This is an optimization exercise on Yosys and OpenROAD, whose aim is small area, not a production implementation.
Where RTL was checked, it was by simulation tests only, not by an equivalence proof against the original.
The clock port is modelled as an ideal driver, which makes a skipped or thinned clock tree look cheaper than it is; a real chip needs a root buffer or a tree.
Power and IR drop assume default switching activity.

// umfm_codec
module umfm_codec (
    input  wire        clk,
    input  wire        rst,
    input  wire        cmd_valid,
    input  wire [3:0]  cmd_op,
    input  wire [31:0] cmd_arg,
    output reg         rsp_valid,
    output wire [31:0] rsp_data,
    output reg         rsp_illegal
);
==> module umfm_codec, before the edit <==
module umfm_codec (
    input  wire        clk,
    input  wire        rst,
    input  wire        cmd_valid,
    input  wire [3:0]  cmd_op,
    input  wire [31:0] cmd_arg,
    output reg         rsp_valid,
    output wire [31:0] rsp_data,
    output reg         rsp_illegal
);
    localparam [3:0] OP_SETMODE = 4'h1;
    localparam [3:0] OP_RESET   = 4'h2;
    localparam [3:0] OP_ENCBIT  = 4'h3;
    localparam [3:0] OP_ENCBYTE = 4'h4;
    localparam [3:0] OP_ENCWORD = 4'h5;
    localparam [3:0] OP_DECBIT  = 4'h6;
    localparam [3:0] OP_DECW16  = 4'h7;
    localparam [3:0] OP_DECW32  = 4'h8;
    localparam [3:0] OP_SYNCBIT = 4'h9;
    localparam MODE_FM  = 1'b0;
    localparam MODE_POR = MODE_FM;   
    localparam PH_CLOCK = 1'b0;
    localparam PH_DATA  = 1'b1;
    localparam [14:0] SYNC_P = 15'b100100010010001;
    reg       mode;
    reg       last_bit;
    reg       last_phase;
    reg [3:0] sync_progress;
    reg [15:0] r;            
    reg        prev;         
    reg        f_blk;        
    reg        f_word;       
    wire go      = cmd_valid & ~rst;
    wire c_set   = go & (cmd_op == OP_SETMODE);
    wire c_rst   = go & (cmd_op == OP_RESET);
    wire c_ebit  = go & (cmd_op == OP_ENCBIT);
    wire c_byte  = go & (cmd_op == OP_ENCBYTE);
    wire c_word  = go & (cmd_op == OP_ENCWORD);
    wire c_dbit  = go & (cmd_op == OP_DECBIT);
    wire c_d16   = go & (cmd_op == OP_DECW16);
    wire c_d32   = go & (cmd_op == OP_DECW32);
    wire c_sync  = go & (cmd_op == OP_SYNCBIT);
    wire c_ill   = go & ((cmd_op == 4'h0) | (cmd_op > OP_SYNCBIT));
    wire c_enc   = c_byte | c_word;           
    wire c_dec   = c_d16 | c_d32;             
    wire fm      = (mode == MODE_FM);
    wire bit_in  = cmd_arg[0];
    reg [3:0] sync_next;
    reg       sync_detected;
    always @(*) begin
        sync_detected = 1'b0;
        if (sync_progress == 4'd15) begin
            sync_next = 4'd15;
        end else if (bit_in == SYNC_P[sync_progress]) begin
            sync_next = sync_progress + 4'd1;
            if (sync_progress == 4'd14)
                sync_detected = 1'b1;
        end else begin
            case (sync_progress)
                4'd0, 4'd4, 4'd11: sync_next = 4'd0;
                4'd7, 4'd14:       sync_next = 4'd4;
                default:           sync_next = 4'd1;
            endcase
        end
    end
    reg [15:0] r_next;
    integer k;
    always @(*) begin
        r_next[0] = ((c_ebit | c_enc | c_dec) & cmd_arg[0])
                  | (c_dbit & ~last_phase & cmd_arg[0])
                  | (c_sync & sync_detected);
        r_next[1] = (c_ebit & (fm | (~cmd_arg[0] & ~last_bit)))
                  | (c_dbit & ~last_phase)
                  | (c_dec  & cmd_arg[2])
                  | (c_enc  & cmd_arg[8]);
        for (k = 1; k < 8; k = k + 1) begin
            r_next[2*k]   = (c_enc & cmd_arg[k])
                          | (((2*k < 8) ? c_dec : c_d32) & cmd_arg[4*k]);
            r_next[2*k+1] = (c_enc & cmd_arg[8+k])
                          | (((2*k+1 < 8) ? c_dec : c_d32) & cmd_arg[4*k+2]);
        end
    end
    always @(posedge clk) begin
        r           <= r_next;
        prev        <= last_bit;
        f_blk       <= c_enc;
        f_word      <= c_word;
        rsp_valid   <= go;
        rsp_illegal <= c_ill;
        if (rst) begin
            mode          <= MODE_POR;
            last_bit      <= 1'b1;
            last_phase    <= PH_DATA;
            sync_progress <= 4'd0;
        end else begin
            if (c_set)
                mode <= cmd_arg[0];
            if (c_set | c_rst) begin
                last_bit      <= 1'b1;
                last_phase    <= PH_DATA;
                sync_progress <= 4'd0;
            end
            if (c_ebit | c_enc)
                last_bit <= cmd_arg[0];
            if (c_dbit)
                last_phase <= ~last_phase;
            if (c_sync)
                sync_progress <= sync_next;
        end
    end
    wire [16:0] v = {prev, r[15], r[13], r[11], r[9], r[7], r[5], r[3],
                     (f_word ? r[1] : prev), r[14], r[12], r[10], r[8],
                     r[6], r[4], r[2], r[0]};
    reg [31:0] rd;
    always @(*) begin
        for (k = 0; k < 8; k = k + 1) begin
            rd[2*k]   = r[2*k];
            rd[2*k+1] = f_blk ? (fm | (~v[k] & ~v[k+1])) : r[2*k+1];
        end
        for (k = 8; k < 16; k = k + 1) begin
            rd[2*k]   = f_word & v[k];
            rd[2*k+1] = f_word & (fm | (~v[k] & ~v[k+1]));
        end
    end
    assign rsp_data = rd;
endmodule
clock: 5.0 ns
lec_check: 0
abc_area: 1
cap_margin: 20
core_area: 2.3 2.72 62.56 62.56
die_area: 0 0 65 65
slew_margin: 20
standard.sh (not shown) runs the stock make flow with config.mk's settings and CLKGATE_MAP_FILE= SYNTH_SCRIPT=/design/flow/synth_recipe.tcl, a recipe that flattens the netlist after the stock synthesis.
==> flow/flow/run.sh <==
#!/bin/bash
# Own layout flow: the standard ORFS flow (standard.sh) with these changes:
#  - after the standard synthesis, the gates between the registers are
#    re-mapped with a stronger ABC script (flow/resyn.sh); the registers are
#    untouched, and the new netlist is proven equivalent before it is used;
#  - each port gets the smallest buffer (buf_1);
#  - the clock tree is a few clock buffers fed from the clock port, one per
#    cluster of registers (flow/manual_cts.tcl);
#  - power recovery after global routing downsizes non-critical gates.
# Each tool writes its full output to a log file in this folder (and ORFS's
# own logs under orfs/logs/).
set -euo pipefail
here=$(pwd)
R=$here/orfs/results/sky130hd/umfm_codec/base
export BUFFER_PORTS_ARGS="-buffer_cell sky130_fd_sc_hd__buf_1"
export PRE_CTS_TCL=$here/flow/manual_cts.tcl
export MANUAL_CTS_BUF=${MANUAL_CTS_BUF:-sky130_fd_sc_hd__clkbuf_8}
export MANUAL_CTS_N=${MANUAL_CTS_N:-2}
export RECOVER_POWER=100

bash standard.sh synth > standard_synth.log 2>&1
cp $R/1_2_yosys.v $here/standard_1_2_yosys.v
if bash flow/resyn.sh $here/standard_1_2_yosys.v $here/resyn/out.v $here/resyn > resyn.log 2>&1; then
  cp $here/resyn/out.v $R/1_2_yosys.v
  echo "resyn: using the re-mapped netlist" >> resyn.log
else
  echo "resyn: failed, keeping the standard netlist" >> resyn.log
fi
bash standard.sh finish > standard_flow.log 2>&1
Other scripts of this flow, unchanged in this note and not shown: flow/flow/cutregs.py, flow/flow/manual_cts.tcl, flow/flow/resyn.abc, flow/flow/resyn.sh
The starting point went through all stages and came out clean.
Next try:
--- a/flow/design.v
+++ b/flow/design.v
@@ -23,16 +23,16 @@
     localparam PH_DATA  = 1'b1;
     localparam [14:0] SYNC_P = 15'b100100010010001;
     reg       mode;
     reg       last_bit;
     reg       last_phase;
     reg [3:0] sync_progress;
-    reg [15:0] r;            
-    reg        prev;         
-    reg        f_blk;        
-    reg        f_word;       
+    reg [15:0] rsp_lo;       
+    reg [15:8] hi_bits;      
+    reg        hi_prev;      
+    reg        hi_word;      
     wire go      = cmd_valid & ~rst;
     wire c_set   = go & (cmd_op == OP_SETMODE);
     wire c_rst   = go & (cmd_op == OP_RESET);
     wire c_ebit  = go & (cmd_op == OP_ENCBIT);
     wire c_byte  = go & (cmd_op == OP_ENCBYTE);
     wire c_word  = go & (cmd_op == OP_ENCWORD);
@@ -60,36 +60,39 @@
                 4'd0, 4'd4, 4'd11: sync_next = 4'd0;
                 4'd7, 4'd14:       sync_next = 4'd4;
                 default:           sync_next = 4'd1;
             endcase
         end
     end
-    reg [15:0] r_next;
+    reg [15:0] lo_next;
     integer k;
     always @(*) begin
-        r_next[0] = ((c_ebit | c_enc | c_dec) & cmd_arg[0])
-                  | (c_dbit & ~last_phase & cmd_arg[0])
-                  | (c_sync & sync_detected);
-        r_next[1] = (c_ebit & (fm | (~cmd_arg[0] & ~last_bit)))
-                  | (c_dbit & ~last_phase)
-                  | (c_dec  & cmd_arg[2])
-                  | (c_enc  & cmd_arg[8]);
+        lo_next[0] = ((c_ebit | c_enc | c_dec) & cmd_arg[0])
+                   | (c_dbit & ~last_phase & cmd_arg[0])
+                   | (c_sync & sync_detected);
+        lo_next[1] = ((c_ebit | c_enc) & fm)
+                   | (c_ebit & ~cmd_arg[0] & ~last_bit)
+                   | (c_enc  & ~cmd_arg[0] & ~cmd_arg[1])
+                   | (c_dbit & ~last_phase)
+                   | (c_dec  & cmd_arg[2]);
         for (k = 1; k < 8; k = k + 1) begin
-            r_next[2*k]   = (c_enc & cmd_arg[k])
-                          | (((2*k < 8) ? c_dec : c_d32) & cmd_arg[4*k]);
-            r_next[2*k+1] = (c_enc & cmd_arg[8+k])
-                          | (((2*k+1 < 8) ? c_dec : c_d32) & cmd_arg[4*k+2]);
+            lo_next[2*k] = (c_enc & cmd_arg[k])
+                         | (((2*k < 8) ? c_dec : c_d32) & cmd_arg[4*k]);
+            lo_next[2*k+1] = (c_enc & fm)
+                           | (c_enc & ~cmd_arg[k] &
+                              ~((k == 7) ? (c_word ? cmd_arg[8] : last_bit) : cmd_arg[k+1]))
+                           | (((2*k+1 < 8) ? c_dec : c_d32) & cmd_arg[4*k+2]);
         end
     end
     always @(posedge clk) begin
-        r           <= r_next;
-        prev        <= last_bit;
-        f_blk       <= c_enc;
-        f_word      <= c_word;
+        hi_bits     <= cmd_arg[15:8];
+        hi_prev     <= last_bit;
+        hi_word     <= c_word;
         rsp_valid   <= go;
         rsp_illegal <= c_ill;
+        rsp_lo      <= lo_next;
         if (rst) begin
             mode          <= MODE_POR;
             last_bit      <= 1'b1;
             last_phase    <= PH_DATA;
             sync_progress <= 4'd0;
         end else begin
@@ -105,22 +108,15 @@
             if (c_dbit)
                 last_phase <= ~last_phase;
             if (c_sync)
                 sync_progress <= sync_next;
         end
     end
-    wire [16:0] v = {prev, r[15], r[13], r[11], r[9], r[7], r[5], r[3],
-                     (f_word ? r[1] : prev), r[14], r[12], r[10], r[8],
-                     r[6], r[4], r[2], r[0]};
-    reg [31:0] rd;
+    reg [15:0] rsp_hi;
     always @(*) begin
-        for (k = 0; k < 8; k = k + 1) begin
-            rd[2*k]   = r[2*k];
-            rd[2*k+1] = f_blk ? (fm | (~v[k] & ~v[k+1])) : r[2*k+1];
-        end
         for (k = 8; k < 16; k = k + 1) begin
-            rd[2*k]   = f_word & v[k];
-            rd[2*k+1] = f_word & (fm | (~v[k] & ~v[k+1]));
+            rsp_hi[2*k-16] = hi_word & hi_bits[k];
+            rsp_hi[2*k-15] = hi_word & (fm | (~hi_bits[k] & ~((k == 15) ? hi_prev : hi_bits[(k == 15) ? 8 : k+1])));
         end
     end
-    assign rsp_data = rd;
+    assign rsp_data = {rsp_hi, rsp_lo};
 endmodule
Effect:
- design area rises by a few percent
- final cell count drops by a few percent
- die area is unchanged
- worst setup slack loses 0.19 ns
- total power climbs by about a fifth
- worst hold slack is worse by 0.0065 ns
- area after synthesis came out higher by a few percent
- via count fell by a little under a tenth
- sequential power rose by a quarter to a third
- utilization climbs by 1.4 points
Function not checked in the first run of this note: the RTL went through the layout flow alone. No run of this note takes its clock network from TritonCTS; it comes from the design's own scripts or RTL.

==> afterwards: timing with drivers on the ports <==
The results above use ideal ports. As a check the final layouts listed here were re-extracted and re-timed, cells and wires unchanged. Step 1 assumes that a clkbuf_16 drives the clock port and a buf_2 every other input. Step 2, shift: input delay + t, output delay - t, t = (earliest + latest rising clock arrival at the registers) / 2. This alone moves slack from input paths to output paths. Slacks: ideal ports / drivers / drivers and shift; pairs: ideal ports / drivers.
run | t (ns) | setup WS [ns] | worst setup path after step 2 | pins driven straight from the clock port
the first run | 0.179 | 2.484 / 2.496 / 2.317 | input to register | 2
the second run | 0.195 | 2.292 / 2.306 / 2.112 | input to register | 2
After both steps every run listed still meets setup and hold. For the second run, which loses most, drivers alone change the setup slack by +0.014 ns; drivers and shift together by -0.180 ns.
